Source: an optimization exercise on an open RTL-to-GDS flow (aim: small area). Production flows keep margins and buffers that such runs may drop.
Only simulation tests tie the RTL to the original design; equivalence was not proved.
Power figures rest on the tool's default switching activity, not on a simulated workload.

`flow/flow/synth.tcl`:
```
# The standard synthesis (synth_recipe.tcl), with ABC's technology mapping
# run with an area-oriented script; nothing else changes
proc abc {args} {
  set i [lsearch -exact $args -script]
  if { $i >= 0 } { lset args [expr {$i + 1}] $::env(FLOW_ABC_SCRIPT) }
  puts "abc with area script: $args"
  yosys abc {*}$args
}
source $::env(FLOW_STD_SYNTH)
```
`flow/flow/lcu_ripple.v`:
```
// Ripple carry chain for Yosys's $lcu (carry lookahead unit): the smallest
// form, for an area-oriented synthesis
(* techmap_celltype = "$lcu" *)
module _70_lcu_ripple (P, G, CI, CO);
	parameter WIDTH = 2;

	(* force_downto *)
	input [WIDTH-1:0] P, G;
	input CI;

	(* force_downto *)
	output [WIDTH-1:0] CO;

	integer i;
	(* force_downto *)
	reg [WIDTH-1:0] g;

	wire [1023:0] _TECHMAP_DO_ = "proc; opt -fast";

	always @* begin
		g = G;
		g[0] = g[0] | (P[0] & CI);
		for (i = 1; i < WIDTH; i = i + 1)
			g[i] = g[i] | P[i] & g[i - 1];
	end

	assign CO = g;
endmodule
```
`flow/design.v`:
```
module fli_dec (
    input  wire        clk,
    input  wire        rst,           
    input  wire        host_we,
    input  wire [2:0]  host_addr,     
    input  wire [31:0] host_wdata,
    output wire [5:0]  status,        
    output wire [1:0]  ctrl,          
    output wire [31:0] ip,
    output wire [31:0] errcode,
    input  wire        s_valid,
    input  wire [7:0]  s_data,
    input  wire        s_err,         
    input  wire [31:0] s_errcode,
    output wire        s_ready,
    output reg         fb_we,
    output wire        fb_wbank,
    output wire [15:0] fb_waddr,
    output reg  [7:0]  fb_wdata,
    output wire        fb_re,
    output wire        fb_rbank,
    output wire [15:0] fb_raddr,
    input  wire [7:0]  fb_rdata,
    output reg         pal_we,
    output wire        pal_wbank,
    output wire [9:0]  pal_waddr,
    output reg  [7:0]  pal_wdata,
    output wire        pal_re,
    output wire        pal_rbank,
    output wire [9:0]  pal_raddr,
    input  wire [7:0]  pal_rdata
);
    localparam [15:0] M_COLOR2 = 16'd4;
    localparam [15:0] M_LC2    = 16'd7;
    localparam [15:0] M_COLOR  = 16'd11;
    localparam [15:0] M_LC     = 16'd12;
    localparam [15:0] M_BRUN   = 16'd15;
    localparam [5:0]
        S_IDLE     = 6'd0,
        S_DONE     = 6'd1,
        S_FAULT    = 6'd2,
        S_CPF_RD   = 6'd3,
        S_CPF_WR   = 6'd4,
        S_CPP_RD   = 6'd5,
        S_CPP_WR   = 6'd6,
        S_PAL_H0   = 6'd40,
        S_PAL_H1   = 6'd48,
        S_PAL_PKT  = 6'd28,
        S_PAL_CNT  = 6'd32,
        S_PAL_SK1  = 6'd7,
        S_PAL_SK2  = 6'd8,
        S_PAL_R    = 6'd33,
        S_PAL_G    = 6'd34,
        S_PAL_B    = 6'd35,
        S_PAL_WG   = 6'd9,
        S_PAL_WB   = 6'd10,
        S_PAL_FULL = 6'd36,
        S_PAL_FW   = 6'd11,
        S_BR_LINE  = 6'd24,
        S_BR_PKT   = 6'd29,
        S_LC_H0    = 6'd41,
        S_LC_H1    = 6'd49,
        S_LC_ROWS  = 6'd12,
        S_LC_H2    = 6'd42,
        S_LC_H3    = 6'd50,
        S_LC_LINE  = 6'd25,
        S_L2_H0    = 6'd43,
        S_L2_H1    = 6'd51,
        S_L2_LINE  = 6'd26,
        S_L2_W1    = 6'd52,
        S_L2_VSK   = 6'd13,
        S_EOL      = 6'd14,   
        S_L2_LP1   = 6'd15,
        S_L2_LP2   = 6'd16,
        S_PKT      = 6'd30,   
        S_C        = 6'd37,   
        S_L2_B0    = 6'd38,
        S_L2_B1    = 6'd39,
        S_LIT_RD   = 6'd56,
        S_LIT_WR   = 6'd17,
        S_REP_V    = 6'd57,
        S_REP_WR   = 6'd18,
        S_INIT     = 6'd19,   
        S_INITP    = 6'd20;   
    localparam [1:0] O_BRUN = 2'd0, O_LC = 2'd1, O_LC2 = 2'd2, O_COLOR = 2'd3;
    reg [15:0] width, height;
    reg        fbank, pbank;
    reg        f_ioerr, f_ovf, f_pclamp, f_badop;
    reg [31:0] ip_r;
    reg [31:0] errcode_r;
    reg [5:0]  state;
    reg [1:0]  op;
    reg [15:0] lines, pkts;
    reg [16:0] base, addr;
    reg [8:0]  len;
    reg [7:0]  dat, dat1, lastpix;
    reg        lastv;
    wire init = (state == S_INIT) || (state == S_INITP);
    wire busy = (state != S_IDLE) && (state != S_DONE) && (state != S_FAULT);
    wire idle = (state == S_IDLE) || (state == S_DONE);
    assign status    = {f_badop, f_pclamp, f_ovf, f_ioerr, (state == S_DONE), busy};
    assign ctrl      = {pbank, fbank};
    assign ip        = ip_r;
    assign errcode   = errcode_r;
    assign fb_wbank  = fbank;
    assign fb_rbank  = ~fbank;
    assign pal_wbank = pbank;
    assign pal_rbank = ~pbank;
    assign fb_waddr  = addr[15:0];
    assign fb_raddr  = addr[15:0];
    assign pal_waddr = addr[9:0];
    assign pal_raddr = addr[9:0];
    wire w_big = (width[15:9] != 7'd0) || (width[8] && width[7:0] != 8'd0);
    wire h_big = (height[15:9] != 7'd0) || (height[8] && height[7:0] != 8'd0);
    wire [8:0]  fa = w_big ? height[8:0] : width[8:0];
    wire [15:0] fb = w_big ? width : height;
    wire [16:0] fbx = {1'b0, fb};
    wire [16:0] p0 = fa[0] ? fbx : 17'd0;
    wire [16:0] p1 = fa[1] ? {fbx[15:0], 1'b0} : 17'd0;
    wire [16:0] p2 = fa[2] ? {fbx[14:0], 2'b0} : 17'd0;
    wire [16:0] p3 = fa[3] ? {fbx[13:0], 3'b0} : 17'd0;
    wire [16:0] p4 = fa[4] ? {fbx[12:0], 4'b0} : 17'd0;
    wire [16:0] p5 = fa[5] ? {fbx[11:0], 5'b0} : 17'd0;
    wire [16:0] p6 = fa[6] ? {fbx[10:0], 6'b0} : 17'd0;
    wire [16:0] p7 = (fa[7] ? {fbx[9:0], 7'b0} : 17'd0) | (fa[8] ? {fbx[8:0], 8'b0} : 17'd0);
    wire ov = (fa[1] & fb[15]) | (fa[2] & (|fb[15:14])) | (fa[3] & (|fb[15:13])) |
              (fa[4] & (|fb[15:12])) | (fa[5] & (|fb[15:11])) | (fa[6] & (|fb[15:10])) |
              (fa[7] & (|fb[15:9])) | (fa[8] & (|fb[15:8]));
    wire [16:0] s1 = p0 ^ p1 ^ p2, m1 = (p0 & p1) | (p0 & p2) | (p1 & p2);
    wire [16:0] s2 = p3 ^ p4 ^ p5, m2 = (p3 & p4) | (p3 & p5) | (p4 & p5);
    wire [16:0] c1 = {m1[15:0], 1'b0}, c2 = {m2[15:0], 1'b0};
    wire [16:0] s3 = s1 ^ c1 ^ s2, m3 = (s1 & c1) | (s1 & s2) | (c1 & s2);
    wire [16:0] c3 = {m3[15:0], 1'b0};
    wire [16:0] s4 = c2 ^ p6 ^ p7, m4 = (c2 & p6) | (c2 & p7) | (p6 & p7);
    wire [16:0] c4 = {m4[15:0], 1'b0};
    wire [16:0] s5 = s3 ^ c3 ^ s4, m5 = (s3 & c3) | (s3 & s4) | (c3 & s4);
    wire [16:0] c5 = {m5[15:0], 1'b0};
    wire [16:0] s6 = s5 ^ c5 ^ c4, m6 = (s5 & c5) | (s5 & c4) | (c5 & c4);
    wire [16:0] c6 = {m6[15:0], 1'b0};
    wire [17:0] psum = {1'b0, s6} + {1'b0, c6};
    wire ovc = m1[16] | m2[16] | m3[16] | m4[16] | m5[16] | m6[16] | psum[17];
    wire fits = !(w_big && h_big) && !ov && !ovc && (!psum[16] || psum[15:0] == 16'd0);
    reg  [16:0] wh;
    always @(posedge clk) wh <= psum[16:0];
    wire in_frame = (addr < wh);
    wire pal_in   = !(addr[9] && addr[8]);    
    wire at767    = (addr[9:0] == 10'd767);
    wire lc2   = (op == O_LC2);
    wire scale = (op == O_COLOR);
    wire [7:0]  neg  = ~s_data + 8'd1;                      
    wire [15:0] word = {s_data, dat};
    wire       rd = state[5] |
                    (state[4] & state[3] & (state[2] ? (pkts != 16'd0) : (lines != 16'd0)));
    wire       ip_lo = (state[5:3] == 3'b101) || (state == S_L2_LINE);   
    wire       ip_hi = (state[5:3] == 3'b110);                           
    reg [5:0]  nxt;                 
    reg        a_en, a_base;        
    reg [1:0]  a_b;                 
    reg        b_en;                
    reg        p_en;  reg [1:0] p_src;
    reg        l_en;  reg       l_src;
    reg        n_en;  reg [2:0] n_src;
    reg        d_en, d1_en, lp_en, d_sc;
    reg [1:0]  d_src;  reg d1_src;      
    reg        set_ovf, set_pclamp, lv_set, lv_clr;
    localparam [1:0] B_ONE = 2'd0, B_DAT = 2'd1, B_MONE = 2'd2, B_W = 2'd3;
    localparam [1:0] P_WORD = 2'd0, P_BYTE = 2'd1, P_NWORD = 2'd2, P_DEC = 2'd3;
    localparam [2:0] N_BYTE = 3'd0, N_NEG = 3'd1, N_NEG2 = 3'd2, N_BYTE2 = 3'd3, N_DEC = 3'd4;
    wire [7:0]  sc   = (scale && d_sc) ? {s_data[5:0], 2'b00} : s_data;
    wire run_last = (len == 9'd1);
    wire [5:0] pkt_state = (op == O_BRUN) ? S_BR_PKT : S_PKT;
    always @(*) begin
        nxt = state;
        a_en = 1'b0; a_base = 1'b0; a_b = B_ONE;
        b_en = 1'b0;
        p_en = 1'b0; p_src = P_DEC;
        l_en = 1'b0; l_src = 1'b0;
        n_en = 1'b0; n_src = N_DEC;
        d_en = 1'b0; d1_en = 1'b0; lp_en = 1'b0; d_sc = 1'b0; d_src = 2'd0; d1_src = 1'b0;
        set_ovf = 1'b0; set_pclamp = 1'b0; lv_set = 1'b0; lv_clr = 1'b0;
        case (state)
            S_INIT:  nxt = (op == O_BRUN) ? S_BR_LINE : S_CPF_RD;
            S_INITP: nxt = S_CPP_RD;
            S_CPF_RD: nxt = !in_frame ? (lc2 ? S_L2_H0 : S_LC_H0) : S_CPF_WR;
            S_CPF_WR: begin a_en = 1'b1; nxt = S_CPF_RD; end
            S_CPP_RD: nxt = S_CPP_WR;
            S_CPP_WR: begin a_en = 1'b1; nxt = at767 ? S_PAL_H0 : S_CPP_RD; end
            S_PAL_H0: begin d_en = 1'b1; nxt = S_PAL_H1; end
            S_PAL_H1: begin
                p_en = 1'b1; p_src = P_WORD;
                a_en = 1'b1; a_base = 1'b1;                  
                nxt = S_PAL_PKT;
            end
            S_PAL_PKT: begin
                if (pkts == 16'd0) nxt = S_DONE;
                else begin d_en = 1'b1; nxt = S_PAL_CNT; end
            end
            S_PAL_CNT: begin
                n_en = 1'b1; n_src = N_BYTE;
                if (s_data == 8'd0) begin
                    a_en = 1'b1; a_base = 1'b1;              
                    nxt = S_PAL_FULL;
                end else begin
                    a_en = pal_in; a_b = B_DAT;
                    nxt = S_PAL_SK1;
                end
            end
            S_PAL_SK1: begin a_en = pal_in; a_b = B_DAT; nxt = S_PAL_SK2; end
            S_PAL_SK2: begin a_en = pal_in; a_b = B_DAT; nxt = S_PAL_R; end
            S_PAL_R:   begin d_en = 1'b1; d_sc = 1'b1; nxt = S_PAL_G; end
            S_PAL_G:   begin d1_en = 1'b1; d_sc = 1'b1; nxt = S_PAL_B; end
            S_PAL_B: begin
                d_en = 1'b1; d_src = 2'd1; d1_en = 1'b1; d_sc = 1'b1;
                if (pal_in) begin
                    a_en = 1'b1;
                    nxt = S_PAL_WG;
                end else begin
                    set_pclamp = 1'b1;
                    n_en = 1'b1;
                    p_en = run_last;
                    nxt = run_last ? S_PAL_PKT : S_PAL_R;
                end
            end
            S_PAL_WG: begin a_en = 1'b1; d_en = 1'b1; d_src = 2'd1; nxt = S_PAL_WB; end
            S_PAL_WB: begin
                a_en = 1'b1; n_en = 1'b1; p_en = run_last;
                nxt = run_last ? S_PAL_PKT : S_PAL_R;
            end
            S_PAL_FULL: begin d_en = 1'b1; d_sc = 1'b1; nxt = S_PAL_FW; end
            S_PAL_FW:   begin a_en = 1'b1; nxt = at767 ? S_DONE : S_PAL_FULL; end
            S_BR_LINE: begin
                if (lines == 16'd0) nxt = S_DONE;
                else begin
                    p_en = 1'b1; p_src = P_BYTE;
                    nxt = S_BR_PKT;
                end
            end
            S_BR_PKT: begin
                if (pkts == 16'd0) begin
                    a_en = 1'b1; a_base = 1'b1;
                    nxt = S_EOL;
                end else begin
                    n_en = 1'b1;
                    n_src = s_data[7] ? N_NEG : N_BYTE;
                    nxt = s_data[7] ? S_LIT_RD : S_REP_V;
                end
            end
            S_LC_H0: begin d_en = 1'b1; nxt = S_LC_H1; end
            S_LC_H1: begin
                p_en = 1'b1; p_src = P_WORD;    
                a_en = 1'b1; a_base = 1'b1;
                nxt = S_LC_ROWS;
            end
            S_LC_ROWS: begin
                if (pkts == 16'd0 || !in_frame) nxt = S_LC_H2;
                else begin a_en = 1'b1; a_b = B_W; b_en = 1'b1; p_en = 1'b1; end
            end
            S_LC_H2: begin d_en = 1'b1; nxt = S_LC_H3; end
            S_LC_H3: begin
                l_en = 1'b1; l_src = 1'b1;
                nxt = S_LC_LINE;
            end
            S_LC_LINE: begin
                if (lines == 16'd0) nxt = S_DONE;
                else begin
                    p_en = 1'b1; p_src = P_BYTE;
                    nxt = S_PKT;
                end
            end
            S_PKT: begin
                if (pkts == 16'd0) begin
                    a_en = 1'b1; a_base = 1'b1;
                    nxt = S_EOL;
                end else begin
                    d_en = 1'b1; nxt = S_C;
                end
            end
            S_C: begin
                a_en = in_frame; a_b = B_DAT;
                if (s_data[7]) begin
                    n_en = 1'b1; n_src = lc2 ? N_NEG2 : N_NEG;
                    nxt = lc2 ? S_L2_B0 : S_REP_V;
                end else if (s_data == 8'd0) begin
                    p_en = 1'b1;
                    nxt = S_PKT;
                end else begin
                    n_en = 1'b1; n_src = lc2 ? N_BYTE2 : N_BYTE;
                    nxt = S_LIT_RD;
                end
            end
            S_EOL: begin
                set_ovf = lastv && !in_frame;
                lv_clr = 1'b1;
                a_en = in_frame; a_b = B_W; b_en = in_frame;
                l_en = 1'b1;
                nxt = (op == O_BRUN) ? S_BR_LINE :
                      (op == O_LC) ? S_LC_LINE :
                      (lastv && in_frame) ? S_L2_LP1 : S_L2_LINE;
            end
            S_L2_LP1: begin a_en = 1'b1; a_b = B_MONE; d_en = 1'b1; d_src = 2'd2; nxt = S_L2_LP2; end
            S_L2_LP2: nxt = S_L2_LINE;
            S_L2_H0: begin d_en = 1'b1; nxt = S_L2_H1; end
            S_L2_H1: begin
                l_en = 1'b1; l_src = 1'b1;
                nxt = S_L2_LINE;
            end
            S_L2_LINE: begin
                if (lines == 16'd0) nxt = S_DONE;
                else begin d_en = 1'b1; nxt = S_L2_W1; end
            end
            S_L2_W1: begin
                a_en = 1'b1; a_base = 1'b1;
                if (s_data[7] && s_data[6]) begin
                    p_en = 1'b1; p_src = P_NWORD;
                    nxt = S_L2_VSK;
                end else if (s_data[7]) begin
                    lp_en = 1'b1; lv_set = 1'b1;
                    nxt = S_L2_LINE;
                end else begin
                    p_en = 1'b1; p_src = P_WORD;
                    nxt = S_PKT;
                end
            end
            S_L2_VSK: begin
                a_en = in_frame; a_b = B_W; b_en = in_frame;
                p_en = 1'b1;
                if (pkts == 16'd0 || !in_frame) nxt = S_L2_LINE;
            end
            S_L2_B0:  begin d_en = 1'b1; nxt = S_L2_B1; end
            S_L2_B1:  begin d1_en = 1'b1; nxt = S_REP_WR; end
            S_LIT_RD: begin d_en = 1'b1; nxt = S_LIT_WR; end
            S_LIT_WR: begin
                a_en = in_frame; set_ovf = !in_frame;
                n_en = 1'b1; p_en = run_last;
                nxt = run_last ? pkt_state : S_LIT_RD;
            end
            S_REP_V: begin
                d_en = 1'b1;
                p_en = (len == 9'd0);
                nxt = (len == 9'd0) ? pkt_state : S_REP_WR;
            end
            S_REP_WR: begin
                d_en = lc2; d_src = 2'd1; d1_en = lc2; d1_src = 1'b1;
                a_en = in_frame; set_ovf = !in_frame;
                n_en = 1'b1; p_en = run_last;
                if (run_last) nxt = pkt_state;
            end
            default: ;
        endcase
    end
    assign s_ready = rd;
    wire rd_fail = rd && !s_valid && s_err;
    wire go      = !(rd && !s_valid);         
    assign fb_re  = (state == S_CPF_RD);
    assign pal_re = (state == S_CPP_RD);
    wire cp_wr = (state == S_CPF_WR) || (state == S_CPP_WR);
    always @(*) begin
        fb_wdata  = cp_wr ? fb_rdata : dat;
        pal_wdata = cp_wr ? pal_rdata : dat;
        fb_we     = 1'b0;
        pal_we    = 1'b0;
        case (state)
            S_CPF_WR: fb_we = 1'b1;
            S_CPP_WR: pal_we = 1'b1;
            S_PAL_B:  pal_we = s_valid && pal_in;
            S_PAL_WG: pal_we = 1'b1;
            S_PAL_WB: pal_we = 1'b1;
            S_PAL_FW: pal_we = 1'b1;
            S_LIT_WR: fb_we = in_frame;
            S_REP_WR: fb_we = in_frame;
            S_L2_LP2: fb_we = 1'b1;
            default: ;
        endcase
    end
    reg [16:0] a_add;
    always @(*) begin
        case (a_b)
            B_ONE:   a_add = 17'd1;
            B_DAT:   a_add = {9'd0, dat};
            B_MONE:  a_add = 17'h1ffff;
            default: a_add = {1'b0, width};
        endcase
    end
    wire [16:0] a_sum = addr + a_add;
    reg [15:0] p_nxt;
    always @(*) begin
        case (p_src)
            P_WORD:  p_nxt = word;
            P_BYTE:  p_nxt = {8'd0, s_data};
            P_NWORD: p_nxt = ~word;
            default: p_nxt = pkts - 16'd1;
        endcase
    end
    reg [8:0] n_nxt;
    always @(*) begin
        case (n_src)
            N_BYTE:  n_nxt = {1'b0, s_data};
            N_NEG:   n_nxt = {1'b0, neg};
            N_NEG2:  n_nxt = {neg, 1'b0};
            N_BYTE2: n_nxt = {s_data, 1'b0};
            default: n_nxt = len - 9'd1;
        endcase
    end
    wire host_reg = host_we && (host_addr <= 3'd4);
    wire host_ok  = host_reg && idle;
    wire [15:0] cmd = host_wdata[15:0];
    wire cmd_pix = (cmd == M_BRUN) || (cmd == M_LC) || (cmd == M_LC2);
    wire cmd_pal = (cmd == M_COLOR) || (cmd == M_COLOR2);
    wire start   = host_ok && (host_addr == 3'd2) && (cmd_pal || (cmd_pix && fits));
    always @(posedge clk) begin
        if (host_ok && host_addr == 3'd0) width  <= host_wdata[15:0];
        if (host_ok && host_addr == 3'd1) height <= host_wdata[15:0];
    end
    always @(posedge clk) begin
        if (start) begin
            op    <= (cmd == M_BRUN || cmd == M_COLOR2) ? O_BRUN :
                     (cmd == M_LC) ? O_LC : (cmd == M_LC2) ? O_LC2 : O_COLOR;
        end
        if (init) begin
            addr  <= 17'd0;
            base  <= 17'd0;
            lines <= height;
        end else if (go) begin
            if (a_en)  addr  <= a_base ? base : a_sum;
            if (b_en)  base  <= a_sum;
            if (l_en)  lines <= l_src ? word : lines - 16'd1;
        end
    end
    always @(posedge clk) begin
        if (go) begin
            if (p_en)  pkts    <= p_nxt;
            if (n_en)  len     <= n_nxt;
            if (d_en)  dat     <= (d_src == 2'd1) ? dat1 : (d_src == 2'd2) ? lastpix : sc;
            if (d1_en) dat1    <= d1_src ? dat : sc;
            if (lp_en) lastpix <= dat;
        end
        if (init || (go && lv_clr)) lastv <= 1'b0;
        else if (go && lv_set)       lastv <= 1'b1;
    end
    always @(posedge clk) begin
        if (rst) begin
            state     <= S_IDLE;
            fbank     <= 1'b0;
            pbank     <= 1'b0;
            f_ioerr   <= 1'b0;
            f_ovf     <= 1'b0;
            f_pclamp  <= 1'b0;
            f_badop   <= 1'b0;
            ip_r      <= 32'd0;
            errcode_r <= 32'd0;
        end else begin
            if (host_reg && !idle) begin
                f_badop <= 1'b1;
            end else if (host_ok) begin
                case (host_addr)
                    3'd2: begin
                        if (start) begin
                            state <= cmd_pal ? S_INITP : S_INIT;
                        end else begin
                            f_badop <= 1'b1;
                        end
                    end
                    3'd3: begin
                        if (host_wdata[3]) f_ovf    <= 1'b0;
                        if (host_wdata[4]) f_pclamp <= 1'b0;
                        if (host_wdata[5]) f_badop  <= 1'b0;
                    end
                    3'd4: begin
                        fbank <= host_wdata[0];
                        pbank <= host_wdata[1];
                    end
                    default: ;
                endcase
            end
            if (rd_fail) begin
                f_ioerr   <= 1'b1;
                errcode_r <= s_errcode;
                state     <= S_FAULT;
            end else if (init) begin
                ip_r  <= 32'd0;
                state <= nxt;
            end else if (go) begin
                if (rd && !ip_lo)
                    ip_r <= {ip_r[31:1] + {30'd0, ip_hi | ip_r[0]}, ip_r[0] ^ !ip_hi};
                if (set_ovf)    f_ovf    <= 1'b1;
                if (set_pclamp) f_pclamp <= 1'b1;
                if (busy) state <= nxt;
            end
        end
    end
endmodule
```
`flow/config.mk`:
```
export PLATFORM = sky130hd
export DESIGN_NAME = fli_dec
export DESIGN_NICKNAME = fli_dec
export VERILOG_FILES = /design/flow/design.v
export SDC_FILE = /design/flow/constraint.sdc
export NUM_CORES = 4
export LEC_CHECK = 0
export CAP_MARGIN = 20
export CORE_MARGIN = 2
export CORE_UTILIZATION = 40
export CTS_BUF_LIST = sky130_fd_sc_hd__clkbuf_4
export GPL_TIMING_DRIVEN = 0
export SLEW_MARGIN = 20
```
`flow/constraint.sdc`:
```
create_clock -name core_clock -period 11.0 [get_ports {clk}]
set_input_delay 2.2000 -clock core_clock [delete_from_list [all_inputs] [get_ports {clk}]]
set_output_delay 2.2000 -clock core_clock [all_outputs]
set_load 0.01 [all_outputs]
```
`flow/flow/run.sh`:
```
#!/bin/bash
# Layout flow: the standard flow (standard.sh), with these changes.
#  1. Synthesis is the standard synthesis script (synth_recipe.tcl) with
#     two changes for area: ABC maps the logic with an area-oriented script
#     (abc_area.script), and Yosys builds carry chains as ripple chains
#     (lcu_ripple.v) instead of Kogge-Stone trees.  Neither touches the
#     registers: names, count and cells are the standard synthesis's.
#  2. The port buffers that placement inserts are sky130_fd_sc_hd__buf_1.
#  3. Clock tree synthesis uses clkbuf_4 buffers and no dummy loads.
# Each step's full output is in synth.log / layout.log here, and ORFS's own
# logs are under orfs/logs/.
set -euo pipefail
flow_dir=$(cd "$(dirname "${BASH_SOURCE[0]}")" && pwd)
export FLOW_ABC_SCRIPT="$flow_dir/abc_area.script"
export FLOW_STD_SYNTH="$PWD/synth_recipe.tcl"
knobs=("SYNTH_SCRIPT=$flow_dir/synth.tcl"
       "SYNTH_OPERATIONS_ARGS=-extra-map $flow_dir/lcu_ripple.v"
       "SYNTH_INSBUF=0"
       "BUFFER_PORTS_ARGS=-buffer_cell sky130_fd_sc_hd__buf_1"
       "CTS_ARGS=-sink_clustering_enable -repair_clock_nets -dont_use_dummy_load -buf_list sky130_fd_sc_hd__clkbuf_4")
bash standard.sh "${knobs[@]}" synth > synth.log 2>&1
bash standard.sh "${knobs[@]}" finish > layout.log 2>&1
```
`flow/flow/abc_area.script`:
```
&get -n
&st
&deepsyn -T 30
&dch
&nf -a -R 1000
&put
topo
```
`flow/standard.sh`:
```
#!/bin/bash
# synth_recipe.tcl (not shown) runs the flow's synth.tcl, then flattens the netlist and writes it again
# the make line also repeats each setting of config.mk as NAME=value (left out here)
make -C /OpenROAD-flow-scripts/flow DESIGN_CONFIG=/design/flow/config.mk WORK_HOME=/design/flow/orfs CLKGATE_MAP_FILE= SYNTH_SCRIPT=/design/flow/synth_recipe.tcl "${@:-finish}"
```
==> run notes, run 1 <==
share of cells above drive strength 1 between 10% and 20%; Die Height around 190 um; Ports 245; final period utilization 95.8%; ranking of synthesized cells by area edfxtp_1, dfxtp_1, fa_1; Core Region approximately 35000 um2; design area 17200 um2; Least-Margin Pin Slew 1.12 ns; endpoints failing hold 0; Met3 Wirelength approximately 4.2 mm; gr usage total approximately a quarter; prevailing post-synth register cell dfxtp_1; # rows around 70; DP HPWL 34.3 mm; metal2 WL approximately 21 mm; Die ar. approximately 37000 um2; reg2reg start width[6]$_DFFE_PP_; HP Class flop to flop; vias per std cell 5.68; hold_buf cts 0; routability cong. 0.945; Final nets about 2100; Power Density around 180 nW/um2; die width between 150 and 200 um; later-pin clock latency in the skew report about 0.73 ns; Leak ~6.4 nW; starting density of the core 40.5%; Worst EP arrival approximately 11 ns; largest net degree at the start of global routing 33; R2R depth 35; fill count 3415; number of synthesized flops with an enable pin around 100; maximum clock path buffer count 3; M1 WL just over 20 mm; Max Slew Vio Count 0; Worst setup startpoint width[6]$_DFFE_PP_; clock skew slightly above 0.1 ns; post-route ant nets 0; DP Worst Slack -1.78 ns; Final setup viols 0; Root Driver clkbuf_4; Syn Inst Count approximately 1500; max-cap viol count 0; max layer used met5; CP endpoint kind flop; Worst Hold Path Cells 2; initial antenna violation count 3; Synth area leader edfxtp_1; TritonCTS clock tree done; Most Frequent Cell on Critical Path fa_1; Max Fclk approximately 95 MHz; clock sink total 227; post-synth top area share just over 20%; setup TNS 0 ns; vias in the first global route roughly 13000; first-pass GRT wire length ~73 mm; worst stage delay on the critical path 0.56 ns; VDD IR-drop max 0.000100 V; Worst Setup Slack, final approximately 0.46 ns; Setup crit start kind flop; first-pass iteration count of the detailed router 6; register area share after synthesis slightly below 40%; wire per inst 20.5 um; Mapped Avg Cell Area approximately 10 um2; mapped cell area 14400 um2; H-tree levels 3; Cells after DPL approximately 2200; crit path kind flop to flop; Final min period 10.54 ns; warning count from the yosys run 1; slowest CP cell fa_1; CTS clk-pin slew, worst paths 0.06 ns; Hold Path Origin base[15]$_SDFFE_PN0P_; Final Non-Filler Cells 2273; vias post-DR ~13000; CP max FO 5; Inserted Clock Buffers between 60 and 70; PortBufs around 230; total power roughly 0.0031 W; Post-route DRC 0; Worst EP required roughly 12 ns; relative slew slack 25.0%; synth cell count leaders nand2_1, clkinv_1, nor2_1; status timing/DRC/antenna clean; Post-DP Area between 15000 and 20000 um2; Cell variety after synth 52; final WL ~47 mm; Net Count, Synth between 1500 and 2000; flops & latches, synth 227; Congestion Overflow GR 0; asr flop ratio synth 0%; area grow syn2layout 20.0%; DR iter-0 viols ~1100; most frequent cell after synthesis nand2_1
==> cell type report <==
class / instances / area [um2] / share of cell area [%]
timing repair buffer: 279 / 1340 / 7.80
inverter: 153 / 574 / 3.33
multi-input combinational: 1086 / 8700 / 50.5
tap: 461 / 577 / 3.35
antenna: 1 / 2.50 / 0.0145
sequential: 227 / 5540 / 32.1
clock buffer: 66 / 495 / 2.87
==> final timing paths <==
kind	slack, ns	endpoint
setup / recovery	0.46	state[1]$_SDFF_PP0_
hold reg to reg	0.45	base[15]$_SDFFE_PN0P_
setup reg to reg	0.46	state[1]$_SDFF_PP0_
hold / removal	0.45	base[15]$_SDFFE_PN0P_
==> critical path, delay by kind of cell (launching register included) <==
| kind | cells | cell delay, ns |
|---|---|---|
| flops | 1 | 0.44 |
| compound gates | 7 | 1.49 |
| mux | 1 | 0.32 |
| buf+inv | 4 | 0.44 |
| fa+ha+maj | 16 | 6.22 |
| simple gates | 7 | 1.46 |
==> sequential cells by signal (all words and copies together), names as in the netlist, 8 cells and up <==
signal,count
dat,8
lines,16
ip_r,32
height,16
width,16
lastpix,8
errcode_r,32
addr,17
wh,17
dat1,8
base,17
len,9
pkts,16
==> per-stage QoR <==
stage / hold WS [ns] / utilization, %
6_report: 0.453 / 48.6
5_1_grt: 0.476 / 48.6
3_5_place_dp: 0.443 / 45.1
2_1_floorplan: 0.420 / -
3_3_place_gp: 0.435 / 44.6
4_1_cts: 0.457 / 47.8
==> power by group <==
group / internal, W / leakage [nW] / switching [W]
Sequential: 0.00104 / 1.94 / 0.000166
Clock: 0.000272 / 0.304 / 0.000332
Combinational: 0.000489 / 4.14 / 0.000828
Total: 0.00180 / 6.38 / 0.00133
==> cells by family (layout without fill, tap and decap cells) <==
kind of cell,Yosys count,in the layout,share of synthesized area [%]
muxes,27,27,1.95
DFF,227,227,38.5
other,0,1,0
xor gates and xnor gates,6,6,0.366
AOI/OAI and AO/OA,358,358,16.8
adders and majority gates,200,200,22.5
buffers and inverters,153,498,4.00
and+or+nand+nor,494,495,15.8
==> placed cells by master (no fill, tap or decap), types with 24 or more instances in the layout <==
| cell type | synthesis | final |
|---|---|---|
| a21oi_1 | 81 | 72 |
| a22o_1 | 63 | 63 |
| buf_1 | 0 | 228 |
| buf_4 | 0 | 40 |
| clkbuf_4 | 0 | 66 |
| clkinv_1 | 153 | 153 |
| dfxtp_1 | 128 | 126 |
| edfxtp_1 | 99 | 99 |
| fa_1 | 98 | 80 |
| ha_1 | 102 | 102 |
| nand2_1 | 168 | 166 |
| nand3_1 | 27 | 27 |
| nor2_1 | 143 | 132 |
| o21ai_0 | 88 | 86 |
| o22ai_1 | 24 | 24 |
==> per-layer routing <==
layer	global-route usage, %	vias up
li1	-	5991
met1	33.4	6162
met2	38.5	648
met3	5.82	99
met4	9.22	4
met5	0	-
==> timing repair <==
action                                  in CTS  in global routing
buffers inserted                            27                 18
pin swaps                                    5                  7
gates resized for setup                     53                 26
cloned                                       1                  0
endpoints found under the setup margin      16                 10
==> inputs of run 2 (changes only) <==
--- a/flow/flow/run.sh
+++ b/flow/flow/run.sh
@@ -16,5 +16,4 @@
 knobs=("SYNTH_SCRIPT=$flow_dir/synth.tcl"
        "SYNTH_OPERATIONS_ARGS=-extra-map $flow_dir/lcu_ripple.v"
-       "SYNTH_INSBUF=0"
        "BUFFER_PORTS_ARGS=-buffer_cell sky130_fd_sc_hd__buf_1"
        "CTS_ARGS=-sink_clustering_enable -repair_clock_nets -dont_use_dummy_load -buf_list sky130_fd_sc_hd__clkbuf_4")
--- a/flow/config.mk
+++ b/flow/config.mk
@@ -10,4 +10,3 @@
 export CORE_UTILIZATION = 40
 export CTS_BUF_LIST = sky130_fd_sc_hd__clkbuf_4
-export GPL_TIMING_DRIVEN = 0
 export SLEW_MARGIN = 20
==> run 2 against run 1 <==
Still clean. Sequential share of layout area is 0.19 points lower. Maximum frequency increased by 1.3%. Flip-flop and latch count unchanged. Power grew 0.99%. Hold slack barely moved. Routed wire length rose by 0.60%. Via count grew 2.0%. Synthesized cell count up 4.0%. Critical endpoint unchanged.
==> run notes, run 2 <==
status timing/DRC/antenna clean; R2R depth 34; Worst EP required between 10 and 15 ns; slowest CP cell or4_4; flops & latches, synth between 200 and 250; area grow syn2layout 17.0%; Syn Inst Count approximately 1500; PortBufs 228; final WL around 47 mm; Cell variety after synth 53; FF/Latch Area approximately 5500 um2; Leak roughly 6.6 nW; wire per inst 20.1 um; most frequent cells in the layout buf_1, nand2_1, clkinv_1; vias post-DR between 10000 and 15000; DR iter-0 viols 1223; HP Class flop to flop; reg2reg start width[11]$_DFFE_PP_; DP HPWL roughly 36 mm; fill count approximately 3500; ranking of synthesized cells by area edfxtp_1, dfxtp_1, fa_1; Cells after DPL 2258; RSZ-0062 raised after global routing no; CTS clk-pin slew, worst paths approximately 0.060 ns; clock sink total approximately 230; later-pin clock latency in the skew report 0.72 ns; first-pass iteration count of the detailed router 5; most frequent cell after synthesis nand2_1; asr flop ratio synth 0%; max-cap viol count 0; most common cell after layout, fill and taps aside buf_1; Least-Margin Pin Slew between 1 and 1.5 ns; Worst R2R End state[1]$_SDFF_PP0_; Final nets between 2000 and 2500; Die Height ~200 um; vias in the first global route approximately 13000; vias per std cell 5.63; Most Frequent Cell on Critical Path fa_1; multi-input logic area about 8400 um2; Mapped Avg Cell Area just under 10 um2; CP endpoint kind flop; worst stage delay on the critical path ~0.56 ns; Setup crit start kind flop; Util after Layout roughly 47%; VDD IR-drop max slightly above 0.00009 V; Final Non-Filler Cells about 2300; number of synthesized flops with an enable pin 99; prevailing post-synth register cell dfxtp_1; final period utilization between 90% and 100%; endpoints failing hold 0; register area share after synthesis a little under two fifths; Power Density roughly 180 nW/um2; crit path kind flop to flop; crit path to state[1]$_SDFF_PP0_; Inserted Clock Buffers 68; Max Fclk about 96 MHz; Ports ~250; clock skew roughly 0.061 ns; initial antenna violation count 1; mapped cell area 14800 um2; first-pass GRT wire length between 70 and 80 mm; die width approximately 200 um; CP max FO 5; maximum clock path buffer count 3; synth cell count leaders nand2_1, clkinv_1, nor2_1; warning count from the yosys run 1; Root Driver clkbuf_4; Final setup viols 0; Die ar. between 30000 and 40000 um2; relative slew slack between 20% and 30%; reg2reg setup slack a little under 0.6 ns; gr usage total about a quarter; starting density of the core approximately two fifths; Net Count, Synth roughly 1800; H-tree levels 3; Worst setup startpoint width[11]$_DFFE_PP_; TritonCTS clock tree done; Final min period between 10 and 15 ns; post-synth top area share between 20% and 30%; post-route ant nets 0; Max Slew Vio Count 0; Post-route DRC 0; Core Region between 30000 and 40000 um2; Synth area leader edfxtp_1; # rows 70; top flop regs errcode_r x32, ip_r x32; Congestion Overflow GR 0; routability cong. 0.947; Worst EP arrival around 11 ns; largest net degree at the start of global routing 33; share of cells above drive strength 1 11.6%
run 2: cell count changes after synthesis:
cell and change:
buf_4 +59
run 2: area by class of cell:
class                      instances  area share, %
tap                              468           3.38
timing repair buffer             335           9.64
antenna                            1         0.0144
sequential                       227           32.0
multi-input combinational       1085           48.7
clock buffer                      68           2.95
inverter                         153           3.32
run 2: how the worst min path moves through the flow:
| stage | from | endpoint | slack (ns) | cells after the start |
|---|---|---|---|---|
| global route | base[11]$_SDFFE_PN0P_ | base[11]$_SDFFE_PN0P_ | 0.47 | 2 |
| finish | base[5]$_SDFFE_PN0P_ | base[5]$_SDFFE_PN0P_ | 0.45 | 2 |
| global placement | base[6]$_SDFFE_PN0P_ | base[6]$_SDFFE_PN0P_ | 0.44 | 2 |
| CTS | base[14]$_SDFFE_PN0P_ | base[14]$_SDFFE_PN0P_ | 0.46 | 2 |
| floorplan | base[16]$_SDFFE_PN0P_ | base[16]$_SDFFE_PN0P_ | 0.42 | 2 |
| detailed placement | base[5]$_SDFFE_PN0P_ | base[5]$_SDFFE_PN0P_ | 0.44 | 2 |
run 2: where the power goes:
part	internal (W)	switching (W)	leakage [nW]	total, W
clock network	0.000280	0.000331	0.313	0.000611
logic	0.000520	0.000872	4.34	0.00139
registers	0.00104	0.000117	1.94	0.00116
run 2: repair_timing:
item,CTS,global route
gates resized for setup,4,36
buffers inserted,2,8
pin swaps,1,5
setup endpoints to repair,1,10
hold buffers,0,0
endpoints found under the hold margin,0,0
run 2: logic make-up after synthesis:
kind of cell	after synthesis	share of synthesized area, %
xor+xnor	6	0.355
fa+ha+maj	200	21.9
mux	27	1.89
flops	227	37.4
simple gates	494	15.4
buf+inv	212	6.87
compound gates	358	16.3
run 2: worst max-delay path, delay by kind of cell, from the launching register on:
| kind | cells | cell delay [ns] |
|---|---|---|
| AND/OR/NAND/NOR | 6 | 1.47 |
| buffers and inverters | 5 | 0.45 |
| multiplexers | 1 | 0.48 |
| adder cells (fa/ha/maj) | 15 | 6.03 |
| AO/OA/AOI/OAI | 7 | 1.47 |
| flip-flops | 1 | 0.39 |
run 2: per-layer routing:
layer	track usage [%]	vias to the layer above	wire [um]
li1	-	6090	-
met1	32.2	6292	20400
met2	38.2	691	21000
met3	6.18	84	4380
met4	8.59	0	1140
met5	0.255	-	0
run 2: through the flow:
stage               setup slack (ns)  hold WS, ns  area (um2)  total power [W]  TNS, ns
floorplan                    -0.0306        0.420       14800          0.00207  -0.0306
global placement             -0.0247        0.435       16600          0.00251  -0.0247
detailed placement            -0.186        0.443       16600          0.00252   -0.186
CTS                          0.00414        0.455       17100          0.00315        0
global route                  0.0171        0.471       17300          0.00342        0
finish                         0.589        0.453       17300          0.00316        0
==> inputs of run 3 (changes only) <==
--- a/flow/flow/run.sh
+++ b/flow/flow/run.sh
@@ -17,5 +17,5 @@
        "SYNTH_OPERATIONS_ARGS=-extra-map $flow_dir/lcu_ripple.v"
        "BUFFER_PORTS_ARGS=-buffer_cell sky130_fd_sc_hd__buf_1"
-       "CTS_ARGS=-sink_clustering_enable -repair_clock_nets -dont_use_dummy_load -buf_list sky130_fd_sc_hd__clkbuf_4")
+       "CTS_ARGS=-sink_clustering_enable -repair_clock_nets -dont_use_dummy_load -sink_clustering_size 8 -sink_clustering_max_diameter 80 -buf_list sky130_fd_sc_hd__clkbuf_4")
 bash standard.sh "${knobs[@]}" synth > synth.log 2>&1
 bash standard.sh "${knobs[@]}" finish > layout.log 2>&1
==> run 3 against run 2 <==
Largest cell class unchanged. Register-to-register slack got worse by 0.12 ns. Die area is the same. First-iteration DRC count down 6.2%.
==> run notes, run 3 <==
vias per std cell between 5 and 6; reg2reg setup slack approximately 0.47 ns; Ports between 200 and 250; asr flop ratio synth 0%; post-synth top area share between 20 and 25%; Inserted Clock Buffers 35; Hold Path Origin base[6]$_SDFFE_PN0P_; Core Region between 30000 and 40000 um2; Leak around 6.4 nW; initial antenna violation count 1; gr usage total ~24%; CTS clk-pin slew, worst paths 0.09 ns; Util after Layout 46.8%; clock sink total between 200 and 250; most frequent cell after synthesis nand2_1; synth cell count leaders nand2_1, clkinv_1, nor2_1; NetSw between 0.001 and 0.0015 W; Root Driver clkbuf_4; max-cap viol count 0; # rows 70; Power Internal ~0.0017 W; Least-Margin Pin Slew roughly 1.1 ns; hold_buf cts 0; HP Class flop to flop; DP HPWL about 36 mm; Mapped Avg Cell Area 9.71 um2; status timing/DRC/antenna clean; Synth area leader edfxtp_1; Net Count, Synth roughly 1800; share of cells above drive strength 1 9.91%; first-pass iteration count of the detailed router 8; routability cong. roughly 0.95; Power Density 175 nW/um2; largest net degree at the start of global routing 33; clock skew ~0.059 ns; Worst setup startpoint width[11]$_DFFE_PP_; final period utilization about 96%; most common cell after layout, fill and taps aside buf_1; H-tree levels 2; CP max FO 5; Max Fclk 95.0 MHz; Final min period between 10 and 15 ns; Worst R2R End state[1]$_SDFF_PP0_; Worst EP arrival between 10 and 15 ns; Worst Setup Slack, final 0.471 ns; total power around 0.0030 W; setup TNS 0 ns; Die ar. around 39000 um2; die width 196 um; post-route ant nets 0; R2R depth 34; CP endpoint kind flop; Setup crit start kind flop; power share of the clock group around 15%; later-pin clock latency in the skew report 0.72 ns; relative slew slack between 20% and 30%; PortBufs 228; maximum clock path buffer count 3; mapped cell area 14800 um2; crit path kind flop to flop; DR iter-0 viols approximately 1100; wire per inst 20.2 um; worst stage delay on the critical path ~0.57 ns; Max Slew Vio Count 0; Final nets 2134; Cell variety after synth 53; area grow syn2layout 15.3%; vias in the first global route roughly 12000; prevailing post-synth register cell dfxtp_1; endpoints failing hold 0; register area share after synthesis between 30% and 40%; Worst EP required 11.61 ns; slowest CP cell or4_4; DP Worst Slack -0.186 ns; Congestion Overflow GR 0; top flop regs errcode_r x32, ip_r x32; vias post-DR 13000; Syn Inst Count 1524; reg2reg start width[11]$_DFFE_PP_; crit path to state[1]$_SDFF_PP0_; Logic pwr share 46.4%; number of synthesized flops with an enable pin 99; ranking of synthesized cells by area edfxtp_1, dfxtp_1, fa_1; Die Height between 150 and 200 um; first-pass GRT wire length approximately 70 mm; warning count from the yosys run 1; most frequent cells in the layout buf_1, nand2_1, clkinv_1; TritonCTS clock tree done; VDD IR-drop max 0.0000908 V; final WL ~47 mm; switch share 43.0%; Post-route DRC 0; Final setup viols 0; Most Frequent Cell on Critical Path fa_1; flops & latches, synth around 230; Flop pwr share about 39%; starting density of the core about 40%
==> run 3: power by group through the flow <==
| stage | Sequential, W | Clock [W] | Combinational [W] |
|---|---|---|---|
| 4_1_cts | 0.00116 | 0.000466 | 0.00136 |
| 6_report | 0.00116 | 0.000446 | 0.00139 |
| 3_5_place_dp | 0.00118 | 0 | 0.00135 |
| 5_1_grt | 0.00117 | 0.000497 | 0.00156 |
| 3_3_place_gp | 0.00117 | 0 | 0.00133 |
| 2_1_floorplan | 0.00116 | 0 | 0.000912 |
==> run 3: routing by layer <==
metal	routed length, um	GRT usage (%)	vias up
li1	-	-	6018
met1	20300	32.8	6243
met2	20800	38.0	677
met3	4430	5.41	78
met4	1080	7.86	0
met5	0	0	-
==> run 3: worst max-delay path: cells and delay by family (launching register included) <==
family | cells | cell delay [ns]
buffers and inverters | 5 | 0.45
AOI/OAI and AO/OA | 7 | 1.50
muxes | 1 | 0.52
and+or+nand+nor | 6 | 1.46
adders and majority gates | 15 | 6.05
DFF | 1 | 0.41
==> run 3: final cells by class <==
| type | count | area, um2 |
|---|---|---|
| fillers | 3485 | 19400 |
| multi-input cells | 1085 | 8440 |
| flip-flops and latches | 227 | 5540 |
| repair buffers | 336 | 1680 |
| well taps | 468 | 586 |
| inverters | 153 | 574 |
| clock buffers | 35 | 263 |
| diodes | 1 | 2.50 |
==> run 3: kinds of logic (layout without fill, tap and decap cells) <==
logic type / count (synthesis) / count (layout) / synth area share [%]
other: 0 / 1 / 0
xor gates and xnor gates: 6 / 6 / 0.355
buffers and inverters: 212 / 524 / 6.87
and+or+nand+nor: 494 / 494 / 15.4
muxes: 27 / 27 / 1.89
adders and majority gates: 200 / 200 / 21.9
DFF: 227 / 227 / 37.4
AOI/OAI and AO/OA: 358 / 358 / 16.3
==> run 3: worst min path at each step <==
stage	to	slack (ns)	cells after the start
floorplan	base[16]$_SDFFE_PN0P_	0.42	2
global placement	base[6]$_SDFFE_PN0P_	0.44	2
detailed placement	base[5]$_SDFFE_PN0P_	0.44	2
CTS	base[11]$_SDFFE_PN0P_	0.46	2
global route	base[11]$_SDFFE_PN0P_	0.48	2
finish	base[6]$_SDFFE_PN0P_	0.46	2
==> run 3: through the flow <==
step | hold WS (ns) | area, um2 | cells
after global routing | 0.479 | 17100 | 2305
after CTS | 0.464 | 16900 | 2295
after global placement | 0.435 | 16600 | 2258
after floorplan | 0.420 | 14800 | 1524
final | 0.463 | 17100 | 2305
after detailed placement | 0.443 | 16600 | 2258
==> run 3: what timing repair did <==
item / 4_1_cts / 5_1_grt
hold endpoints to repair: 0 / 0
pin swaps: 1 / 5
buffers inserted: 2 / 9
setup endpoints to repair: 2 / 10
resized for setup: 4 / 34
==> inputs of run 4 (changes only) <==
--- a/flow/design.v
+++ b/flow/design.v
@@ -91,5 +91,7 @@
     reg [5:0]  state;
     reg [1:0]  op;
-    reg [15:0] lines, pkts;
+    reg [15:0] lines_n, pkts_n;     
+    wire       lines_z = (lines_n == 16'hffff);    
+    wire       pkts_z  = (pkts_n == 16'hffff);     
     reg [16:0] base, addr;
     reg [8:0]  len;
@@ -151,5 +153,5 @@
     wire [15:0] word = {s_data, dat};
     wire       rd = state[5] |
-                    (state[4] & state[3] & (state[2] ? (pkts != 16'd0) : (lines != 16'd0)));
+                    (state[4] & state[3] & (state[2] ? !pkts_z : !lines_z));
     wire       ip_lo = (state[5:3] == 3'b101) || (state == S_L2_LINE);   
     wire       ip_hi = (state[5:3] == 3'b110);                           
@@ -193,5 +195,5 @@
             end
             S_PAL_PKT: begin
-                if (pkts == 16'd0) nxt = S_DONE;
+                if (pkts_z) nxt = S_DONE;
                 else begin d_en = 1'b1; nxt = S_PAL_CNT; end
             end
@@ -230,5 +232,5 @@
             S_PAL_FW:   begin a_en = 1'b1; nxt = at767 ? S_DONE : S_PAL_FULL; end
             S_BR_LINE: begin
-                if (lines == 16'd0) nxt = S_DONE;
+                if (lines_z) nxt = S_DONE;
                 else begin
                     p_en = 1'b1; p_src = P_BYTE;
@@ -237,5 +239,5 @@
             end
             S_BR_PKT: begin
-                if (pkts == 16'd0) begin
+                if (pkts_z) begin
                     a_en = 1'b1; a_base = 1'b1;
                     nxt = S_EOL;
@@ -253,5 +255,5 @@
             end
             S_LC_ROWS: begin
-                if (pkts == 16'd0 || !in_frame) nxt = S_LC_H2;
+                if (pkts_z || !in_frame) nxt = S_LC_H2;
                 else begin a_en = 1'b1; a_b = B_W; b_en = 1'b1; p_en = 1'b1; end
             end
@@ -262,5 +264,5 @@
             end
             S_LC_LINE: begin
-                if (lines == 16'd0) nxt = S_DONE;
+                if (lines_z) nxt = S_DONE;
                 else begin
                     p_en = 1'b1; p_src = P_BYTE;
@@ -269,5 +271,5 @@
             end
             S_PKT: begin
-                if (pkts == 16'd0) begin
+                if (pkts_z) begin
                     a_en = 1'b1; a_base = 1'b1;
                     nxt = S_EOL;
@@ -306,5 +308,5 @@
             end
             S_L2_LINE: begin
-                if (lines == 16'd0) nxt = S_DONE;
+                if (lines_z) nxt = S_DONE;
                 else begin d_en = 1'b1; nxt = S_L2_W1; end
             end
@@ -325,5 +327,5 @@
                 a_en = in_frame; a_b = B_W; b_en = in_frame;
                 p_en = 1'b1;
-                if (pkts == 16'd0 || !in_frame) nxt = S_L2_LINE;
+                if (pkts_z || !in_frame) nxt = S_L2_LINE;
             end
             S_L2_B0:  begin d_en = 1'b1; nxt = S_L2_B1; end
@@ -386,8 +388,8 @@
     always @(*) begin
         case (p_src)
-            P_WORD:  p_nxt = word;
-            P_BYTE:  p_nxt = {8'd0, s_data};
-            P_NWORD: p_nxt = ~word;
-            default: p_nxt = pkts - 16'd1;
+            P_WORD:  p_nxt = ~word;
+            P_BYTE:  p_nxt = {8'hff, ~s_data};
+            P_NWORD: p_nxt = word;
+            default: p_nxt = pkts_n + 16'd1;
         endcase
     end
@@ -420,14 +422,14 @@
             addr  <= 17'd0;
             base  <= 17'd0;
-            lines <= height;
+            lines_n <= ~height;
         end else if (go) begin
             if (a_en)  addr  <= a_base ? base : a_sum;
             if (b_en)  base  <= a_sum;
-            if (l_en)  lines <= l_src ? word : lines - 16'd1;
+            if (l_en)  lines_n <= l_src ? ~word : lines_n + 16'd1;
         end
     end
     always @(posedge clk) begin
         if (go) begin
-            if (p_en)  pkts    <= p_nxt;
+            if (p_en)  pkts_n  <= p_nxt;
             if (n_en)  len     <= n_nxt;
             if (d_en)  dat     <= (d_src == 2'd1) ? dat1 : (d_src == 2'd2) ? lastpix : sc;
--- a/flow/flow/run.sh
+++ b/flow/flow/run.sh
@@ -7,5 +7,8 @@
 #     registers: names, count and cells are the standard synthesis's.
 #  2. The port buffers that placement inserts are sky130_fd_sc_hd__buf_1.
-#  3. Clock tree synthesis uses clkbuf_4 buffers and no dummy loads.
+#  3. Clock tree synthesis uses clkbuf_4 buffers, clusters of up to 6
+#     registers and no dummy loads.
+#  4. No buffers are added to pass-through wires in synthesis (placement
+#     buffers every port anyway).
 # Each step's full output is in synth.log / layout.log here, and ORFS's own
 # logs are under orfs/logs/.
@@ -16,6 +19,7 @@
 knobs=("SYNTH_SCRIPT=$flow_dir/synth.tcl"
        "SYNTH_OPERATIONS_ARGS=-extra-map $flow_dir/lcu_ripple.v"
+       "SYNTH_INSBUF=0"
        "BUFFER_PORTS_ARGS=-buffer_cell sky130_fd_sc_hd__buf_1"
-       "CTS_ARGS=-sink_clustering_enable -repair_clock_nets -dont_use_dummy_load -sink_clustering_size 8 -sink_clustering_max_diameter 80 -buf_list sky130_fd_sc_hd__clkbuf_4")
+       "CTS_ARGS=-sink_clustering_enable -repair_clock_nets -dont_use_dummy_load -sink_clustering_size 6 -sink_clustering_max_diameter 80 -buf_list sky130_fd_sc_hd__clkbuf_4")
 bash standard.sh "${knobs[@]}" synth > synth.log 2>&1
 bash standard.sh "${knobs[@]}" finish > layout.log 2>&1
--- a/flow/config.mk
+++ b/flow/config.mk
@@ -8,5 +8,6 @@
 export CAP_MARGIN = 20
 export CORE_MARGIN = 2
-export CORE_UTILIZATION = 40
+export CORE_UTILIZATION = 65
 export CTS_BUF_LIST = sky130_fd_sc_hd__clkbuf_4
+export PLACE_DENSITY = 0.8
 export SLEW_MARGIN = 20
==> run 4 against run 3 <==
Still clean. Clock skew fell by 0.027 ns. Sequential power barely moved. Global-route usage is 15 points higher. Count of clock-buffer cells in the layout rose by 8. Power down 3.0%. Synthesized cell count is 6.2% lower. Worst setup slack worse by 0.037 ns. Clock power grew 4.5%. Hold slack better by 0.0069 ns. Critical path type unchanged.
==> run notes, run 4 <==
status timing/DRC/antenna clean; max-cap viol count 0; Post-route DRC 0; most frequent cell after synthesis nor2_1; Core Region around 22000 um2; warning count from the yosys run 1; first-pass iteration count of the detailed router 7; reg2reg start width[9]$_DFFE_PP_; Worst EP arrival 11.10 ns; post-route ant nets 0; DR iter-0 viols 1543; simple logic cell fraction of the synthesized area approximately 16%; initial antenna violation count 1; gr usage total between 30 and 40%; Worst setup startpoint width[9]$_DFFE_PP_; Final setup viols 0; first-pass GRT wire length slightly above 70 mm; CP max FO 8; mux share of post-synthesis cell area 1.97%; Met3 Wirelength 6.26 mm; max layer used met4; starting density of the core 65.7%; vias post-DR around 14000; # rows 54; slowest CP cell fa_1; share of cells above drive strength 1 ~10%; ranking of synthesized cells by area edfxtp_1, dfxtp_1, fa_1; most frequent cells in the layout buf_1, nor2_1, nand2_1; synth cell count leaders nor2_1, nand2_1, dfxtp_1; Leak ~6.4 nW; Hold Slack around 0.47 ns; clock sink total 227; Inserted Clock Buffers 43; Setup crit start kind flop; Max Slew Vio Count 0; maximum clock path buffer count 3; top flop regs errcode_r x32, ip_r x32; CP endpoint kind flop; Worst Setup Slack, final between 0.4 and 0.5 ns; largest family of logic cells by synthesized area adder cells; CTS clk-pin slew, worst paths roughly 0.080 ns; prevailing post-synth register cell dfxtp_1; final WL about 47 mm; post-synth top area share 20.9%; hold_buf cts 0; final period utilization between 90 and 100%; most common cell after layout, fill and taps aside buf_1; Mapped Avg Cell Area 9.97 um2; Power Density 173 nW/um2; VDD IR-drop max 0.000194 V; DP HPWL ~35 mm; HP Class flop to flop; routability cong. about 1.0; Hold Path Origin base[6]$_SDFFE_PN0P_; Cell variety after synth 52; Ports between 200 and 250; largest net degree at the start of global routing 36; Syn Inst Count 1430; H-tree levels 2; number of synthesized flops with an enable pin around 100; register area share after synthesis around two fifths; Synth area leader edfxtp_1; area fraction in compound gates after synthesis ~17%; later-pin clock latency in the skew report between 0.6 and 0.7 ns; relative slew slack between 20% and 30%; area grow syn2layout 17.4%; Die Height ~150 um; vias in the first global route between 10000 and 15000; Max Fclk between 90 and 100 MHz; die width 152 um; PortBufs around 230; total power 0.00290 W; endpoints failing hold 0; metal2 WL roughly 22 mm; Final nets 2087; worst stage delay on the critical path roughly 0.57 ns; Net Count, Synth roughly 1700; M1 WL between 15 and 20 mm; Post-Synth XOR/XNOR Area less than 1%; Final min period approximately 11 ns; Worst EP required 11.54 ns; asr flop ratio synth 0%; DP Worst Slack -0.552 ns; crit path kind flop to flop; Die ar. 23100 um2; RSZ-0062 raised after global routing yes; mapped cell area between 10000 and 15000 um2; Congestion Overflow GR 0; Least-Margin Pin Slew about 1.1 ns; vias per std cell between 6 and 7; Root Driver clkbuf_4; clock skew approximately 0.033 ns; post-synthesis adder-cell area fraction between 20% and 30%; flops & latches, synth approximately 230; Most Frequent Cell on Critical Path fa_1; TritonCTS clock tree done; wire per inst 22.7 um
## run 4: power breakdown
part | switching, W | internal (W) | total, W
combinational | 0.000826 | 0.000478 | 0.00130
sequential | 0.000104 | 0.00103 | 0.00113
clock | 0.000286 | 0.000180 | 0.000466
## run 4: final timing paths
path | endpoint | slack, ns | cells past startpoint
hold / removal | base[6]$_SDFFE_PN0P_ | 0.47 | 2
hold reg to reg | base[6]$_SDFFE_PN0P_ | 0.47 | 2
setup reg to reg | state[0]$_SDFF_PP0_ | 0.43 | 36
setup / recovery | state[0]$_SDFF_PP0_ | 0.43 | 36
## run 4: routing by layer
layer | global-route usage, % | vias up
met2 | 62.8 | 1099
met1 | 52.8 | 6432
li1 | - | 5938
met3 | 9.73 | 208
met4 | 14.6 | 0
met5 | 0 | -
## run 4: cells by family after synthesis
group / after synthesis
simple gates: 510
compound gates: 334
flops: 227
fa+ha+maj: 200
buf+inv: 125
mux: 27
xor+xnor: 7
## run 4: cell type report
type                    instances  area, um2
diodes                          2       5.00
clock buffers                  43        323
fillers                      1356       4960
inverters                     125        469
multi-input cells            1078       8460
flip-flops and latches        227       5540
well taps                     280        350
repair buffers                316       1590
## run 4: what timing repair did
item                                    in CTS  in global routing
pin swaps                                    1                  8
resized for setup                           13                 36
endpoints found under the setup margin       4                 10
buffers inserted                             1                 15
cloned                                       0                  2
## run 4: through the flow
step	util [%]	TNS (ns)	instance area, um2	cells
2_1_floorplan	-	0	14300	1430
3_3_place_gp	74.0	-0.0226	16000	2008
3_5_place_dp	74.0	-1.36	16000	2008
4_1_cts	75.7	0	16400	2052
5_1_grt	77.1	-0.168	16700	2070
6_report	77.1	0	16700	2071
## run 4: critical path, delay by kind of cell, from the launching register on
kind | cells | cell delay, ns
DFF | 1 | 0.51
and+or+nand+nor | 10 | 1.78
buffers and inverters | 4 | 0.49
muxes | 1 | 0.33
adders and majority gates | 16 | 6.38
AOI/OAI and AO/OA | 5 | 1.02
==> inputs of run 5 (changes only) <==
==> flow/flow/run.sh (replaced) <==
#!/bin/bash
# Layout flow: the standard flow (standard.sh), with these changes.
#  1. Synthesis is the standard synthesis script (synth_recipe.tcl) with
#     three changes for area: ABC maps the logic with an area-oriented script
#     (abc_area.script); adders are left as logic for ABC instead of being
#     mapped to full/half adder cells first (ADDER_MAP_FILE empty); and no
#     buffers are added to pass-through wires (placement buffers every port
#     anyway).  None of these touches the registers: names, count and cells
#     are the standard synthesis's.
#  2. The port buffers that placement inserts are sky130_fd_sc_hd__buf_1.
#  3. Clock tree synthesis uses clkbuf_4 buffers, clusters of up to 6
#     registers and no dummy loads.
# Each step's full output is in synth.log / layout.log here, and ORFS's own
# logs are under orfs/logs/.
set -euo pipefail
flow_dir=$(cd "$(dirname "${BASH_SOURCE[0]}")" && pwd)
export FLOW_ABC_SCRIPT="$flow_dir/abc_area.script"
export FLOW_STD_SYNTH="$PWD/synth_recipe.tcl"
knobs=("SYNTH_SCRIPT=$flow_dir/synth.tcl"
       "ADDER_MAP_FILE="
       "SYNTH_INSBUF=0"
       "BUFFER_PORTS_ARGS=-buffer_cell sky130_fd_sc_hd__buf_1"
       "CTS_ARGS=-sink_clustering_enable -repair_clock_nets -dont_use_dummy_load -sink_clustering_size 6 -sink_clustering_max_diameter 80 -buf_list sky130_fd_sc_hd__clkbuf_4")
bash standard.sh "${knobs[@]}" synth > synth.log 2>&1
bash standard.sh "${knobs[@]}" finish > layout.log 2>&1
removed: flow/flow/lcu_ripple.v
==> run 5 against run 4 <==
Cell count up 7.2%. Non-clock buffer count down 58. Via count up 8.1%. Clock power up 2%. Largest cell class unchanged. Sequential share of layout area up 2.0 points. Count of clock-buffer cells in the layout up 1. Sequential power up 12%. Synthesized cell count up 15%. Highest routed layer unchanged.
==> run notes, run 5 <==
status timing/DRC/antenna clean; Die ar. around 23000 um2; worst stage delay on the critical path 0.53 ns; prevailing post-synth register cell dfxtp_1; starting density of the core ~66%; Die Height approximately 150 um; ranking of synthesized cells by area edfxtp_1, dfxtp_1, xnor2_1; HP Class flop to flop; Worst EP required 11.54 ns; vias in the first global route 13500; first-pass GRT wire length roughly 71 mm; post-route ant nets 0; area grow syn2layout 12.7%; Worst EP arrival around 10 ns; Congestion Overflow GR 0; CP endpoint kind flop; hold_buf cts 0; synth cell count leaders nor2_1, nand2_1, o21ai_0; Util after Layout about three quarters; Hold Path Origin base[13]$_SDFFE_PN0P_; top flop regs errcode_r x32, ip_r x32; Setup crit start kind input port; Net Count, Synth 1738; DR iter-0 viols 1830; first-pass iteration count of the detailed router 7; relative slew slack approximately 28%; wire per inst about 21 um; Least-Margin Pin Slew 1.06 ns; most frequent cell after synthesis nor2_1; Worst setup startpoint s_data[1]; mapped cell area about 14000 um2; gr usage total around 40%; most frequent cells in the layout nor2_1, buf_1, nand2_1; Most Frequent Cell on Critical Path maj3_1; share of cells above drive strength 1 4.06%; final WL ~46 mm; register area share after synthesis 39.5%; Resized cells post-CTS 0; Core Region 21100 um2; vias post-DR between 10000 and 15000; warning count from the yosys run 1; initial antenna violation count 1; CTS clk-pin slew, worst paths 0.07 ns; Cell variety after synth 60; TritonCTS clock tree done; final period utilization around 89%; Synth area leader edfxtp_1; Final nets 2042; flops & latches, synth roughly 230; vias per std cell around 6.7; Root Driver clkbuf_4; # rows 53; Power Density between 200 and 250 nW/um2; setup bufs post-CTS 0; DP HPWL 34.4 mm; CP max FO 12; reg2reg start pkts_n[0]$_DFFE_PP_; endpoints failing hold 0; fill count between 1500 and 2000; Syn Inst Count 1642; routability cong. approximately 1.0; Inserted Clock Buffers between 40 and 50; Max Fclk 103 MHz; slowest CP cell or3_1; Mapped Avg Cell Area between 8 and 9 um2; max-cap viol count 0; largest net degree at the start of global routing 38; Max Slew Vio Count 0; Post-route DRC 0; setup TNS 0 ns; Leak approximately 5.7 nW; clock skew between 0.08 and 0.09 ns; crit path kind input port to flop; post-synth top area share between 20% and 30%; die width 151 um; PortBufs roughly 230; Ports around 250; Final min period 9.75 ns; most common cell after layout, fill and taps aside nor2_1; RSZ-0062 raised after global routing no; number of synthesized flops with an enable pin 99; VDD IR-drop max between 0.0001 and 0.00015 V; Final setup viols 0; clock sink total between 200 and 250; later-pin clock latency in the skew report between 0.6 and 0.7 ns; maximum clock path buffer count 3; asr flop ratio synth 0%; H-tree levels 2
## run 5: cell count changes after synthesis, moves of 39 or more
| cell | change |
|---|---|
| a21oi_1 | +51 |
| clkinv_1 | -76 |
| fa_1 | -98 |
| ha_1 | -102 |
| maj3_1 | +39 |
| nor2_1 | +52 |
| o21ai_0 | +62 |
| xnor2_1 | +110 |
| xor2_1 | +54 |
## run 5: layout make-up
class / instances / area (um2) / area share (%)
multi-input combinational: 1366 / 8310 / 52.6
timing repair buffer: 258 / 1080 / 6.85
sequential: 227 / 5540 / 35.1
clock buffer: 44 / 330 / 2.09
tap: 275 / 344 / 2.18
antenna: 1 / 2.50 / 0.0159
inverter: 49 / 184 / 1.17
## run 5: through the flow
step,hold slack [ns],instances,setup WS [ns],power [W],cell area (um2)
after floorplan,0.425,1642,1.58,0.00226,14000
after global placement,0.434,2175,0.958,0.00274,15400
after detailed placement,0.443,2175,0.697,0.00277,15400
after CTS,0.459,2219,1.35,0.00324,15800
after global routing,0.481,2220,0.794,0.00347,15800
final,0.461,2220,1.25,0.00330,15800
## run 5: final timing paths
kind	to	slack [ns]	depth (start not counted)
max	addr[16]$_SDFFE_PN0P_	1.25	30
min	base[13]$_SDFFE_PN0P_	0.46	2
max reg2reg	addr[16]$_SDFFE_PN0P_	1.37	34
min reg2reg	base[13]$_SDFFE_PN0P_	0.46	2
## run 5: kinds of logic after synthesis
family                     count (synthesis)  share of synthesized area [%]
muxes                                     24                           1.72
xor gates and xnor gates                 176                           11.5
AOI/OAI and AO/OA                        474                           21.8
buffers and inverters                     49                           1.31
DFF                                      227                           39.5
and+or+nand+nor                          653                           21.3
adders and majority gates                 39                           2.79
## run 5: worst max-delay path, delay by kind of cell
| family | cells | cell delay [ns] |
|---|---|---|
| AOI/OAI and AO/OA | 3 | 0.81 |
| buffers and inverters | 3 | 0.34 |
| and+or+nand+nor | 9 | 2.20 |
| adders and majority gates | 13 | 4.50 |
| xor gates and xnor gates | 2 | 0.24 |
## run 5: routing by layer
metal	global-route usage, %	up-vias	share of wire, %
met5	0	-	0
met4	18.1	0	4.6
met3	8.19	167	12
met2	61.7	1065	44
li1	-	6699	-
met1	53.3	6848	39
## run 5: power breakdown
group	internal (W)	total [W]	switching, W
logic	0.000581	0.00156	0.000975
clock network	0.000183	0.000476	0.000293
registers	0.00107	0.00127	0.000191

## afterwards: timing with drivers on the ports
The flow's constraints put no driver on any port. The routed layouts listed below were extracted and timed again, unchanged, in two steps.
Step 1 sets driving cells, clkbuf_16 on the clock port and buf_2 on the other inputs (assumed; they add their load-dependent delay and slew).
Step 2 times the ports against the registers' clock, not the clock port: input delays grow and output delays shrink by t, the midpoint of the rising clock arrivals with the driver on.
Slacks: no drivers / after step 1 / after step 2; pairs: no drivers / after step 1.
run	t (ns)	slack for setup (ns)	hold slack, ns	worst setup path at the end	worst slew at a driven data input, ns
run 1	0.736	0.458 / 0.458 / 0.022	0.453 / 0.453 / 0.453	input to register	0.05
run 2	0.740	0.589 / 0.589 / 0.463	0.453 / 0.453 / 0.453	input to register	0.08
run 3	0.740	0.471 / 0.471 / 0.471	0.463 / 0.463 / 0.463	register to register	0.08
run 4	0.667	0.434 / 0.434 / 0.434	0.470 / 0.470 / 0.470	register to register	0.05
run 5	0.684	1.252 / 1.279 / 0.594	0.461 / 0.461 / 0.461	input to register	0.06
After both steps every run listed still meets setup and hold. For run 5, which loses most, drivers alone change the setup slack by +0.027 ns; drivers and shift together by -0.658 ns.
